Background: an optimization exercise with open tools, aiming at small area and few clock cycles per item. Do not read the settings as production practice.
In this exercise RTL edits were held to simulation tests only and were not proved equivalent to the original.

==> module pwlink_rx, before the edit <==
module pwlink_rx (
    input  wire         clk,
    input  wire         rst,           
    input  wire         in_valid,
    input  wire [7:0]   in_data,
    output wire         in_ready,
    output wire         out_valid,
    output wire [3:0]   out_class,
    output wire [15:0]  out_seq,
    output wire [15:0]  out_crc,
    output wire [31:0]  out_code,
    output wire [127:0] out_addr
);
    localparam [2:0] S_IDLE = 3'd0,    
                     S_P1   = 3'd1,    
                     S_P2   = 3'd2,    
                     S_P3   = 3'd3,    
                     S_BODY = 3'd4,    
                     S_CR   = 3'd5,    
                     S_DONE = 3'd6;    
    localparam [3:0] P_OK  = 4'd0,     
                     P_C1  = 4'd1, P_C2 = 4'd2, P_BAD = 4'd3, P_D8 = 4'd4, P_DE = 4'd5,
                     P_UNR = 4'd12,
                     P_01  = 4'd13,    
                     P_02  = 4'd14,    
                     P_04  = 4'd15;    
    reg [2:0]   state;
    reg [5:0]   blen;                  
    reg [139:0] sr;                    
    reg [15:0]  crc;                   
    reg [15:0]  seq;                   
    reg [3:0]   pc;
    assign in_ready  = 1'b1;
    assign out_valid = (state == S_DONE);
    wire [7:0] b = in_data;
    function is_word(input [7:0] x);
        is_word = (x >= 8'h30 && x <= 8'h39) || (x >= 8'h41 && x <= 8'h5A) ||
                  (x >= 8'h61 && x <= 8'h7A) || (x == 8'h5F);
    endfunction
    function is_hexany(input [7:0] x);
        is_hexany = (x >= 8'h30 && x <= 8'h39) || (x >= 8'h41 && x <= 8'h46) ||
                    (x >= 8'h61 && x <= 8'h66);
    endfunction
    function [15:0] crc_step(input [15:0] c, input [6:0] x);
        integer k;
        reg [15:0] r;
        begin
            r = c ^ {1'b0, x, 8'h00};
            for (k = 0; k < 8; k = k + 1)
                r = r[15] ? ((r << 1) ^ 16'h1021) : (r << 1);
            crc_step = r;
        end
    endfunction
    function [2:0] idle_next(input [7:0] x);
        idle_next = (x == 8'h05) ? S_P1 : S_IDLE;
    endfunction
    wire bword = is_word(b);
    wire wstep = in_valid && (state == S_BODY) && bword;
    wire       enc_l   = (b[6:3] == 4'b1000) && (b[2:0] != 3'd7);
    wire [6:0] win_in  = enc_l ? {4'b0111, b[2] ^ (b[1] & b[0]), b[1] ^ b[0], ~b[0]} : b[6:0];
    wire [6:0] w3      = sr[27:21];    
    wire       dec_l   = (w3[6:3] == 4'b0111) && (w3[2] || w3[1]);
    wire [6:0] win_out = dec_l ? {4'b1000, w3[2] ^ (~w3[1] & ~w3[0]), ~(w3[1] ^ w3[0]), ~w3[0]} : w3;
    always @(posedge clk) begin
        if (rst) begin
            state <= S_IDLE;
        end else if (in_valid) begin
            case (state)
                S_P1:   state <= (b == 8'h05) ? S_P2 : S_IDLE;
                S_P2:   state <= (b == 8'h03) ? S_P3 :
                                 (b == 8'h05) ? S_P2 : S_IDLE;
                S_P3:   state <= (b == 8'h03) ? S_BODY : idle_next(b);
                S_BODY: if (bword)
                            state <= S_BODY;
                        else if (b == 8'h0D && blen != 6'd0)
                            state <= S_CR;
                        else
                            state <= idle_next(b);
                S_CR:   state <= (b == 8'h0A) ? S_DONE : idle_next(b);
                default: state <= idle_next(b);
            endcase
        end else if (state == S_DONE) begin
            state <= S_IDLE;
        end
    end
    always @(posedge clk) begin
        if (in_valid && state == S_P3)
            blen <= 6'd0;
        else if (wstep && blen != 6'd63)
            blen <= blen + 6'd1;
    end
    always @(posedge clk) begin
        if (wstep) begin
            sr  <= {sr[132:28], win_out, sr[20:0], win_in};
            crc <= (blen < 6'd4) ? 16'h0000 : crc_step(crc, win_out);
        end
    end
    always @(posedge clk) begin
        if (wstep && blen[5:2] == 4'd1)
            seq <= {seq[11:0], b[6] | b[3], b[6] ? {b[2] ^ (b[1] & b[0]), b[1] ^ b[0], ~b[0]} : b[2:0]};
    end
    always @(posedge clk) begin
        if (wstep) begin
            case (blen)
                6'd0, 6'd1: pc <= (b == "0" && (blen == 6'd0 || pc == P_OK)) ? P_OK : P_UNR;
                6'd2: if (pc != P_OK) pc <= P_UNR;
                      else case (b)
                          "0": pc <= P_OK;
                          "1": pc <= P_01;
                          "2": pc <= P_02;
                          "4": pc <= P_04;
                          default: pc <= P_UNR;
                      endcase
                6'd3: case (pc)
                          P_OK: pc <= (b == "0") ? P_OK : P_UNR;
                          P_01: pc <= (b == "1") ? 4'd6 : (b == "3") ? 4'd7 : (b == "9") ? 4'd8 : P_UNR;
                          P_02: pc <= (b == "4") ? 4'd9 : (b == "7") ? 4'd10 : P_UNR;
                          P_04: pc <= (b == "9") ? 4'd11 : P_UNR;
                          default: pc <= P_UNR;
                      endcase
                6'd4, 6'd5, 6'd6, 6'd7: if (!is_hexany(b)) pc <= P_UNR;
                6'd8, 6'd9: if (pc == P_OK && b != "0") pc <= P_BAD;
                6'd10: if (pc == P_OK) pc <= (b == "C") ? P_01 : (b == "D") ? P_02 : P_BAD;
                6'd11: case (pc)
                          P_01: pc <= (b == "1") ? P_C1 : (b == "2") ? P_C2 : P_BAD;
                          P_02: pc <= (b == "8") ? P_D8 : (b == "E") ? P_DE : P_BAD;
                          default: ;
                       endcase
                default: ;
            endcase
        end
    end
    wire crc_ok = (blen >= 6'd4) &&
                  (sr[27:0] == {3'b011, crc[15:12], 3'b011, crc[11:8], 3'b011, crc[7:4], 3'b011, crc[3:0]});
    reg [3:0] cls;
    always @* begin
        if (!crc_ok)
            cls = 4'd0;
        else if (blen < 6'd12)
            cls = 4'd12;
        else case (pc)
            P_C1, P_C2, P_BAD: cls = (blen == 6'd16) ? pc : 4'd12;
            P_D8, P_DE:        cls = (blen == 6'd16) ? 4'd3 : (blen == 6'd32) ? pc : 4'd12;
            4'd6, 4'd7, 4'd8, 4'd9, 4'd10, 4'd11: cls = pc;
            default:           cls = 4'd12;
        endcase
    end
    assign out_class = cls;
    assign out_seq   = seq;
    assign out_crc   = crc;
    assign out_code  = {1'b0, sr[55:49], 1'b0, sr[48:42], 1'b0, sr[41:35], 1'b0, sr[34:28]};
    genvar g;
    generate
        for (g = 0; g < 16; g = g + 1) begin : g_addr
            assign out_addr[8*g+7:8*g] = {1'b0, sr[28+7*g+6:28+7*g]};
        end
    endgenerate
endmodule
==> flow/config.mk <==
export PLATFORM = sky130hd
export DESIGN_NAME = pwlink_rx
export DESIGN_NICKNAME = pwlink_rx
export VERILOG_FILES = /design/flow/design.v
export SDC_FILE = /design/flow/constraint.sdc
export NUM_CORES = 4
export LEC_CHECK = 0
export CAP_MARGIN = 20
export CORE_MARGIN = 2
export CORE_UTILIZATION = 40
export SLEW_MARGIN = 20
==> flow/constraint.sdc <==
create_clock -name core_clock -period 5.0 [get_ports {clk}]
set_input_delay 1.0000 -clock core_clock [delete_from_list [all_inputs] [get_ports {clk}]]
set_output_delay 1.0000 -clock core_clock [all_outputs]
set_load 0.01 [all_outputs]
standard.sh (not shown) runs the stock make flow with config.mk's settings and CLKGATE_MAP_FILE= SYNTH_SCRIPT=/design/flow/synth_recipe.tcl, a recipe that flattens the netlist after the stock synthesis.
==> flow/flow/run.sh <==
#!/bin/bash
# Standard layout with smaller port buffers and a leaner clock tree.
set -e
export BUFFER_PORTS_ARGS="-buffer_cell sky130_fd_sc_hd__buf_1"
export CTS_ARGS="-sink_clustering_enable -repair_clock_nets -dont_use_dummy_load -buf_list sky130_fd_sc_hd__clkbuf_8 -sink_clustering_size 12 -sink_clustering_max_diameter 40"
bash standard.sh > standard.log 2>&1
The first run completed with no timing, DRC or antenna violations.
Testbench counts at the start, summed over its fixed seeds: cycles 12,972, bytes 12,964.
Change:
--- a/flow/design.v
+++ b/flow/design.v
@@ -2,11 +2,11 @@
     input  wire         clk,
     input  wire         rst,           
     input  wire         in_valid,
     input  wire [7:0]   in_data,
     output wire         in_ready,
-    output wire         out_valid,
+    output reg          out_valid,
     output wire [3:0]   out_class,
     output wire [15:0]  out_seq,
     output wire [15:0]  out_crc,
     output wire [31:0]  out_code,
     output wire [127:0] out_addr
@@ -14,12 +14,11 @@
     localparam [2:0] S_IDLE = 3'd0,    
                      S_P1   = 3'd1,    
                      S_P2   = 3'd2,    
                      S_P3   = 3'd3,    
                      S_BODY = 3'd4,    
-                     S_CR   = 3'd5,    
-                     S_DONE = 3'd6;    
+                     S_CR   = 3'd5;    
     localparam [3:0] P_OK  = 4'd0,     
                      P_C1  = 4'd1, P_C2 = 4'd2, P_BAD = 4'd3, P_D8 = 4'd4, P_DE = 4'd5,
                      P_UNR = 4'd12,
                      P_01  = 4'd13,    
                      P_02  = 4'd14,    
@@ -28,20 +27,22 @@
     reg [5:0]   blen;                  
     reg [139:0] sr;                    
     reg [15:0]  crc;                   
     reg [15:0]  seq;                   
     reg [3:0]   pc;
-    assign in_ready  = 1'b1;
-    assign out_valid = (state == S_DONE);
+    assign in_ready = 1'b1;
     wire [7:0] b = in_data;
     function is_word(input [7:0] x);
         is_word = (x >= 8'h30 && x <= 8'h39) || (x >= 8'h41 && x <= 8'h5A) ||
                   (x >= 8'h61 && x <= 8'h7A) || (x == 8'h5F);
     endfunction
     function is_hexany(input [7:0] x);
         is_hexany = (x >= 8'h30 && x <= 8'h39) || (x >= 8'h41 && x <= 8'h46) ||
                     (x >= 8'h61 && x <= 8'h66);
+    endfunction
+    function [6:0] hexchar(input [3:0] n);
+        hexchar = (n <= 4'd9) ? (7'h30 + {3'd0, n}) : (7'h37 + {3'd0, n});
     endfunction
     function [15:0] crc_step(input [15:0] c, input [6:0] x);
         integer k;
         reg [15:0] r;
         begin
@@ -52,54 +53,50 @@
         end
     endfunction
     function [2:0] idle_next(input [7:0] x);
         idle_next = (x == 8'h05) ? S_P1 : S_IDLE;
     endfunction
-    wire bword = is_word(b);
-    wire wstep = in_valid && (state == S_BODY) && bword;
-    wire       enc_l   = (b[6:3] == 4'b1000) && (b[2:0] != 3'd7);
-    wire [6:0] win_in  = enc_l ? {4'b0111, b[2] ^ (b[1] & b[0]), b[1] ^ b[0], ~b[0]} : b[6:0];
-    wire [6:0] w3      = sr[27:21];    
-    wire       dec_l   = (w3[6:3] == 4'b0111) && (w3[2] || w3[1]);
-    wire [6:0] win_out = dec_l ? {4'b1000, w3[2] ^ (~w3[1] & ~w3[0]), ~(w3[1] ^ w3[0]), ~w3[0]} : w3;
+    wire in_body   = in_valid && (state == S_BODY);
+    wire bword     = is_word(b);
+    wire wstep     = in_body && bword;
+    wire frame_done = in_valid && (state == S_CR) && (b == 8'h0A);
     always @(posedge clk) begin
         if (rst) begin
             state <= S_IDLE;
         end else if (in_valid) begin
             case (state)
+                S_IDLE: state <= idle_next(b);
                 S_P1:   state <= (b == 8'h05) ? S_P2 : S_IDLE;
                 S_P2:   state <= (b == 8'h03) ? S_P3 :
                                  (b == 8'h05) ? S_P2 : S_IDLE;
                 S_P3:   state <= (b == 8'h03) ? S_BODY : idle_next(b);
                 S_BODY: if (bword)
                             state <= S_BODY;
                         else if (b == 8'h0D && blen != 6'd0)
                             state <= S_CR;
                         else
                             state <= idle_next(b);
-                S_CR:   state <= (b == 8'h0A) ? S_DONE : idle_next(b);
-                default: state <= idle_next(b);
+                S_CR:   state <= (b == 8'h0A) ? S_IDLE : idle_next(b);
+                default: state <= S_IDLE;
             endcase
-        end else if (state == S_DONE) begin
-            state <= S_IDLE;
         end
     end
     always @(posedge clk) begin
         if (in_valid && state == S_P3)
             blen <= 6'd0;
         else if (wstep && blen != 6'd63)
             blen <= blen + 6'd1;
     end
     always @(posedge clk) begin
         if (wstep) begin
-            sr  <= {sr[132:28], win_out, sr[20:0], win_in};
-            crc <= (blen < 6'd4) ? 16'h0000 : crc_step(crc, win_out);
+            sr  <= {sr[132:0], b[6:0]};
+            crc <= (blen < 6'd4) ? 16'h0000 : crc_step(crc, sr[27:21]);
         end
     end
     always @(posedge clk) begin
         if (wstep && blen[5:2] == 4'd1)
-            seq <= {seq[11:0], b[6] | b[3], b[6] ? {b[2] ^ (b[1] & b[0]), b[1] ^ b[0], ~b[0]} : b[2:0]};
+            seq <= {seq[11:0], b[3:0] + (b[6] ? 4'd9 : 4'd0)};
     end
     always @(posedge clk) begin
         if (wstep) begin
             case (blen)
                 6'd0, 6'd1: pc <= (b == "0" && (blen == 6'd0 || pc == P_OK)) ? P_OK : P_UNR;
@@ -128,12 +125,13 @@
                        endcase
                 default: ;
             endcase
         end
     end
-    wire crc_ok = (blen >= 6'd4) &&
-                  (sr[27:0] == {3'b011, crc[15:12], 3'b011, crc[11:8], 3'b011, crc[7:4], 3'b011, crc[3:0]});
+    wire [27:0] crc_text = {hexchar(crc[15:12]), hexchar(crc[11:8]),
+                            hexchar(crc[7:4]), hexchar(crc[3:0])};
+    wire        crc_ok   = (blen >= 6'd4) && (crc_text == sr[27:0]);
     reg [3:0] cls;
     always @* begin
         if (!crc_ok)
             cls = 4'd0;
         else if (blen < 6'd12)
@@ -153,6 +151,12 @@
     generate
         for (g = 0; g < 16; g = g + 1) begin : g_addr
             assign out_addr[8*g+7:8*g] = {1'b0, sr[28+7*g+6:28+7*g]};
         end
     endgenerate
+    always @(posedge clk) begin
+        if (rst)
+            out_valid <= 1'b0;
+        else
+            out_valid <= frame_done;
+    end
 endmodule
=> Clock-buffer cell count is unchanged; worst setup slack degrades by 0.73 ns; core utilization rose by 0.72 points; global-route usage rises by 1.1 points; first-iteration DRC count went up by 9.9%; routed wire length came out higher by 7.3%; worst hold slack is better by 0.013 ns.
Testbench counts after the change, summed over its fixed seeds: cycles 12,972, bytes 12,964.

re-timing with driven ports:
In the flow no input, the clock included, has a driving cell. The finished layouts below were timed again as built, in two steps. Step 1 (the two cells are an assumption about what drives the block):
set clk [get_ports {clk}]
set_driving_cell -lib_cell sky130_fd_sc_hd__clkbuf_16 $clk
set_driving_cell -lib_cell sky130_fd_sc_hd__buf_2 [delete_from_list [all_inputs] $clk]
Step 2 moves the port delays by t, midway between the first and last clock arrival at a register: inputs arrive t later, outputs are due t later. That takes back most of the time a late clock gives input paths. Slacks: ideal ports / drivers / drivers and shift; pairs: ideal ports / drivers.
| run | t, ns | slack for setup (ns) | worst data-port slew with drivers (ns) | cell pins on the clock port's net |
|---|---|---|---|---|
| the first run | 0.471 | 1.544 / 1.501 / 1.118 | 0.04 | 1 |
| the second run | 0.471 | 0.809 / 0.770 / 0.925 | 0.03 | 1 |
After both steps every run listed still meets setup and hold. For the first run, which loses most, drivers alone change the setup slack by -0.043 ns; drivers and shift together by -0.426 ns.
